What follows belongs to an exercise in optimizing a design on an open flow for small area, a short achievable clock period and few clock cycles; a production flow would make more cautious choices. At most, simulation tests tie the RTL to the original design; equivalence was not proved. No activity file was given, so power comes from the tool's default toggle rates.

== old ==
==> flow/design.v <==
module ups_deframer (
    input  wire       clk,
    input  wire       rst,
    input  wire       in_valid,
    input  wire [7:0] in_byte,
    output wire       in_ready,
    output wire       out_valid,
    input  wire       out_ready,
    output wire [7:0] out_data,
    output wire       out_len,
    output wire [1:0] dfr_state,
    output wire [7:0] emits,
    output wire [7:0] pos_push,
    output wire [7:0] pos_look,
    output wire [7:0] pos_start
);
    localparam [7:0] MAGIC = 8'h55;
    localparam [1:0] ST_SEARCH = 2'd0;
    localparam [1:0] ST_HDR    = 2'd1;
    localparam [1:0] ST_BODY   = 2'd2;
    localparam [2:0] W_SCAN1 = 3'd1;   
    localparam [2:0] W_ADDR  = 3'd2;   
    localparam [2:0] W_SIZE  = 3'd3;   
    localparam [2:0] W_SUM   = 3'd4;   
    reg [7:0]  ring [0:63];
    reg [63:0] cand;
    reg [6:0] push;
    reg [6:0] look;
    reg [6:0] start;
    reg [1:0] state;
    reg [7:0] emit_cnt;
    reg [7:0] prev;      
    reg [6:0] size;      
    reg [7:0] cs;        
    reg       eng;       
    reg [2:0] wst;
    reg [5:0] k;         
    reg       first;     
    reg       em;        
    reg       o_len;
    reg [7:0] o_data;
    reg [5:0] e_left;    
    reg [5:0] raddr;     
    function [7:0] chk_step;
        input [7:0] c;
        input [7:0] b;
        begin
            chk_step = (c ^ b) + 8'd1;
        end
    endfunction
    function [7:0] hcs_of;
        input [7:0] s;
        begin
            hcs_of = chk_step(8'h56, s);
        end
    endfunction
    function [7:0] cs3_of;
        input [7:0] s;
        reg [7:0] h;
        begin
            h = hcs_of(s);
            cs3_of = chk_step(chk_step(chk_step(h, MAGIC), s), h);
        end
    endfunction
    wire busy = eng || em;
    wire take = in_valid && !busy;
    wire in_magic   = (in_byte == MAGIC);
    wire prev_magic = (prev == MAGIC);
    wire prev_szok  = (prev >= 8'd3) && (prev <= 8'd64);
    wire hv_now     = (in_byte == hcs_of(prev)) && prev_szok;
    wire [6:0] push1 = push + 7'd1;
    wire [6:0] avail = push - start;    
    wire [5:0] s6    = start[5:0];
    wire [5:0] p6    = push[5:0];
    wire [6:0]  avail_l = push - look;           
    wire [2:0]  lo      = look[2:0];
    wire [7:0]  grp     = cand[{look[5:3], 3'd0} +: 8];
    wire [3:0]  room    = 4'd8 - {1'b0, lo};     
    reg  [7:0]  vmask;
    integer i;
    always @(*)
        for (i = 0; i < 8; i = i + 1)
            vmask[i] = (i >= lo) && ({4'd0, i[2:0]} - {4'd0, lo} < avail_l);
    wire [7:0]  v = grp & vmask;
    reg  [2:0]  vb;
    always @(*) begin
        vb = 3'd0;
        for (i = 7; i >= 0; i = i - 1)
            if (v[i]) vb = i[2:0];
    end
    wire       found = |v;
    wire [6:0] fpos  = {look[6:3], vb};
    wire [6:0] fdist = push - fpos;
    wire       fnear = (fdist < 7'd3);
    wire       s_end = (avail_l <= {3'd0, room});   
    wire [7:0] rd = ring[raddr];
    wire [7:0] cs_cur = first ? cs3_of({1'b0, size}) : cs;
    assign in_ready  = !busy;
    assign out_valid = em;
    assign out_len   = o_len;
    assign out_data  = o_data;
    assign dfr_state = state;
    assign emits     = emit_cnt;
    assign pos_push  = {1'b0, push};
    assign pos_look  = {1'b0, look};
    assign pos_start = (state == ST_SEARCH) ? 8'hFF : {1'b0, start};
    wire [63:0] wdec = 64'd1 << p6;
    wire [63:0] we   = wdec & {64{!busy}};
    integer w;
    always @(posedge clk) begin
        for (w = 0; w < 64; w = w + 1) begin
            if (we[w]) ring[w] <= in_byte;
            if (we[w])
                cand[w] <= in_magic;
            else if (we[(w + 2) & 63] && in_valid && !hv_now)
                cand[w] <= 1'b0;
        end
        if (take)
            prev <= in_byte;
    end
    always @(posedge clk) begin
        if (rst) begin
            push     <= 7'd0;
            look     <= 7'd0;
            start    <= 7'd0;
            state    <= ST_SEARCH;
            emit_cnt <= 8'd0;
            eng      <= 1'b0;
            wst      <= W_SCAN1;
            em       <= 1'b0;
        end else begin
            if (em && out_ready) begin
                if (e_left == 6'd0) begin
                    em <= 1'b0;
                end else begin
                    o_len  <= 1'b0;
                    o_data <= rd;
                    raddr  <= raddr + 6'd1;
                    e_left <= e_left - 6'd1;
                end
            end
            if (take) begin
                push     <= push1;
                emit_cnt <= 8'd0;
                case (state)
                    ST_SEARCH: begin
                        look <= push1;
                        if (in_magic) begin
                            start <= push;
                            state <= ST_HDR;
                        end
                    end
                    ST_HDR: begin
                        if (avail == 7'd2) begin
                            if (hv_now && prev == 8'd3) begin
                                look  <= push1;
                                state <= ST_SEARCH;
                            end else if (hv_now) begin
                                state <= ST_BODY;
                                size  <= prev[6:0];
                                first <= 1'b1;
                            end else if (prev_magic) begin
                                start <= push - 7'd1;
                                look  <= push;
                            end else if (in_magic) begin
                                start <= push;
                                look  <= push1;
                            end else begin
                                look  <= push1;
                                state <= ST_SEARCH;
                            end
                        end
                    end
                    default: begin   
                        if (avail == size - 7'd1) begin
                            if (cs_cur == in_byte) begin
                                em       <= 1'b1;
                                o_len    <= 1'b1;
                                o_data   <= {1'b0, size} - 8'd4;
                                e_left   <= size[5:0] - 6'd4;
                                raddr    <= s6 + 6'd3;
                                emit_cnt <= 8'd1;
                            end
                            look  <= start + 7'd1;
                            state <= ST_SEARCH;
                            eng   <= 1'b1;
                            wst   <= W_SCAN1;
                        end else begin
                            cs    <= chk_step(cs_cur, in_byte);
                            first <= 1'b0;
                        end
                    end
                endcase
            end else if (eng) begin
                case (wst)
                    W_SCAN1: begin
                        if (!found) begin
                            if (s_end) begin
                                look <= push;
                                eng  <= 1'b0;
                            end else begin
                                look <= {look[6:3] + 4'd1, 3'd0};
                            end
                        end else begin
                            start <= fpos;
                            look  <= fpos + 7'd1;
                            if (fnear) begin
                                state <= ST_HDR;
                                eng   <= 1'b0;
                            end else begin
                                state <= ST_BODY;
                                wst   <= W_ADDR;
                            end
                        end
                    end
                    W_ADDR: begin
                        if (!em) begin
                            raddr <= s6 + 6'd1;
                            wst   <= W_SIZE;
                        end
                    end
                    W_SIZE: begin
                        size  <= rd[6:0];
                        first <= 1'b1;
                        k     <= 6'd3;
                        raddr <= s6 + 6'd3;
                        if (rd == 8'd3) begin
                            state <= ST_SEARCH;
                            wst   <= W_SCAN1;
                        end else begin
                            wst   <= W_SUM;
                        end
                    end
                    default: begin   
                        if ({1'b0, k} == avail) begin
                            eng <= 1'b0;
                            wst <= W_SCAN1;
                        end else if ({1'b0, k} == size - 7'd1) begin
                            if (cs_cur == rd) begin
                                em       <= 1'b1;
                                o_len    <= 1'b1;
                                o_data   <= {1'b0, size} - 8'd4;
                                e_left   <= size[5:0] - 6'd4;
                                raddr    <= s6 + 6'd3;
                                emit_cnt <= emit_cnt + 8'd1;
                            end
                            state <= ST_SEARCH;
                            wst   <= W_SCAN1;
                        end else begin
                            cs    <= chk_step(cs_cur, rd);
                            first <= 1'b0;
                            k     <= k + 6'd1;
                            raddr <= raddr + 6'd1;
                        end
                    end
                endcase
            end
        end
    end
endmodule
export LEC_CHECK = 0
export ABC_AREA = 1
export CAP_MARGIN = 20
export CORE_MARGIN = 2
export CORE_UTILIZATION = 40
export PLACE_DENSITY = 0.6
export SETUP_SLACK_MARGIN = 5
export SLEW_MARGIN = 20
create_clock -name core_clock -period 10.0 [get_ports {clk}]
run.sh (not shown) runs the stock make flow with config.mk's settings and CLKGATE_MAP_FILE= SYNTH_SCRIPT=/design/flow/synth_recipe.tcl, a recipe that flattens the netlist after the stock synthesis.
--- input diff old..new ---
--- a/flow/design.v
+++ b/flow/design.v
@@ -75,12 +75,13 @@
     wire [6:0]  avail_l = push - look;           
     wire [2:0]  lo      = look[2:0];
     wire [7:0]  grp     = cand[{look[5:3], 3'd0} +: 8];
-    wire [3:0]  room    = 4'd8 - {1'b0, lo};     
+    wire        near16   = (avail_l[6:4] == 3'd0);
+    wire [4:0]  e5      = {2'b0, lo} + {1'b0, avail_l[3:0]};
     reg  [7:0]  vmask;
     integer i;
     always @(*)
         for (i = 0; i < 8; i = i + 1)
-            vmask[i] = (i >= lo) && ({4'd0, i[2:0]} - {4'd0, lo} < avail_l);
+            vmask[i] = (i >= lo) && (!near16 || (i < e5));
     wire [7:0]  v = grp & vmask;
     reg  [2:0]  vb;
     always @(*) begin
@@ -90,9 +91,9 @@
     end
     wire       found = |v;
     wire [6:0] fpos  = {look[6:3], vb};
-    wire [6:0] fdist = push - fpos;
-    wire       fnear = (fdist < 7'd3);
-    wire       s_end = (avail_l <= {3'd0, room});   
+    wire [4:0] fdist = e5 - {2'b0, vb};                
+    wire       fnear = near16 && (fdist == 5'd1 || fdist == 5'd2);
+    wire       s_end = near16 && (e5 <= 5'd8);          
     wire [7:0] rd = ring[raddr];
     wire [7:0] cs_cur = first ? cs3_of({1'b0, size}) : cs;
     assign in_ready  = !busy;
@@ -209,7 +210,12 @@
                                 eng   <= 1'b0;
                             end else begin
                                 state <= ST_BODY;
-                                wst   <= W_ADDR;
+                                if (em) begin
+                                    wst   <= W_ADDR;
+                                end else begin
+                                    raddr <= fpos[5:0] + 6'd1;
+                                    wst   <= W_SIZE;
+                                end
                             end
                         end
                     end
--- outcome ---
In the tables for new and old, area share of buffers outside the clock network reads higher with old. Diff new and old: maximum fanout count along the critical path lower in new. Summary of new over old: starting density of the core held, post-route worst setup slack went down 0.017 ns, combinational share of power went down 12 points, area added between synthesis and finish went down 1.0 points, clock skew went down 0.011 ns. Run comparison: new critical path startpoint push[0]; old critical path startpoint raddr[0]. Per the comparison of new with old, total power consumption of the routed design lower, netlist area before placement has decreased.
Testbench counts of new, summed over its fixed seeds: cycles 46,795.
No functional check of the RTL was part of old.

## static timing again, ports no longer ideal
The flow's constraints put no driver on any port. The routed layouts listed below were extracted and timed again, unchanged, in two steps.
Step 1: set_driving_cell puts a clkbuf_16 on clk and a buf_2 on each other input, an assumption about the parent block.
Step 2, shift: input delay + t, output delay - t, t = (earliest + latest rising clock arrival at the registers) / 2. This alone moves slack from input paths to output paths.
a / b / c = ideal / step 1 / step 2; a / b = the first two.
run | t, ns | setup slack, ns | hold WS [ns] | cell pins on the clock port's net
old | 0.704 | 5.129 / 5.129 / 4.763 | 0.496 / 0.496 / 0.496 | 1
new | 0.680 | 5.112 / 5.112 / 4.630 | 0.503 / 0.503 / 0.503 | 1
After both steps every run listed still meets setup and hold. The setup slack of new, which loses most, moves by 0.000 ns with the drivers and by -0.482 ns with both steps.
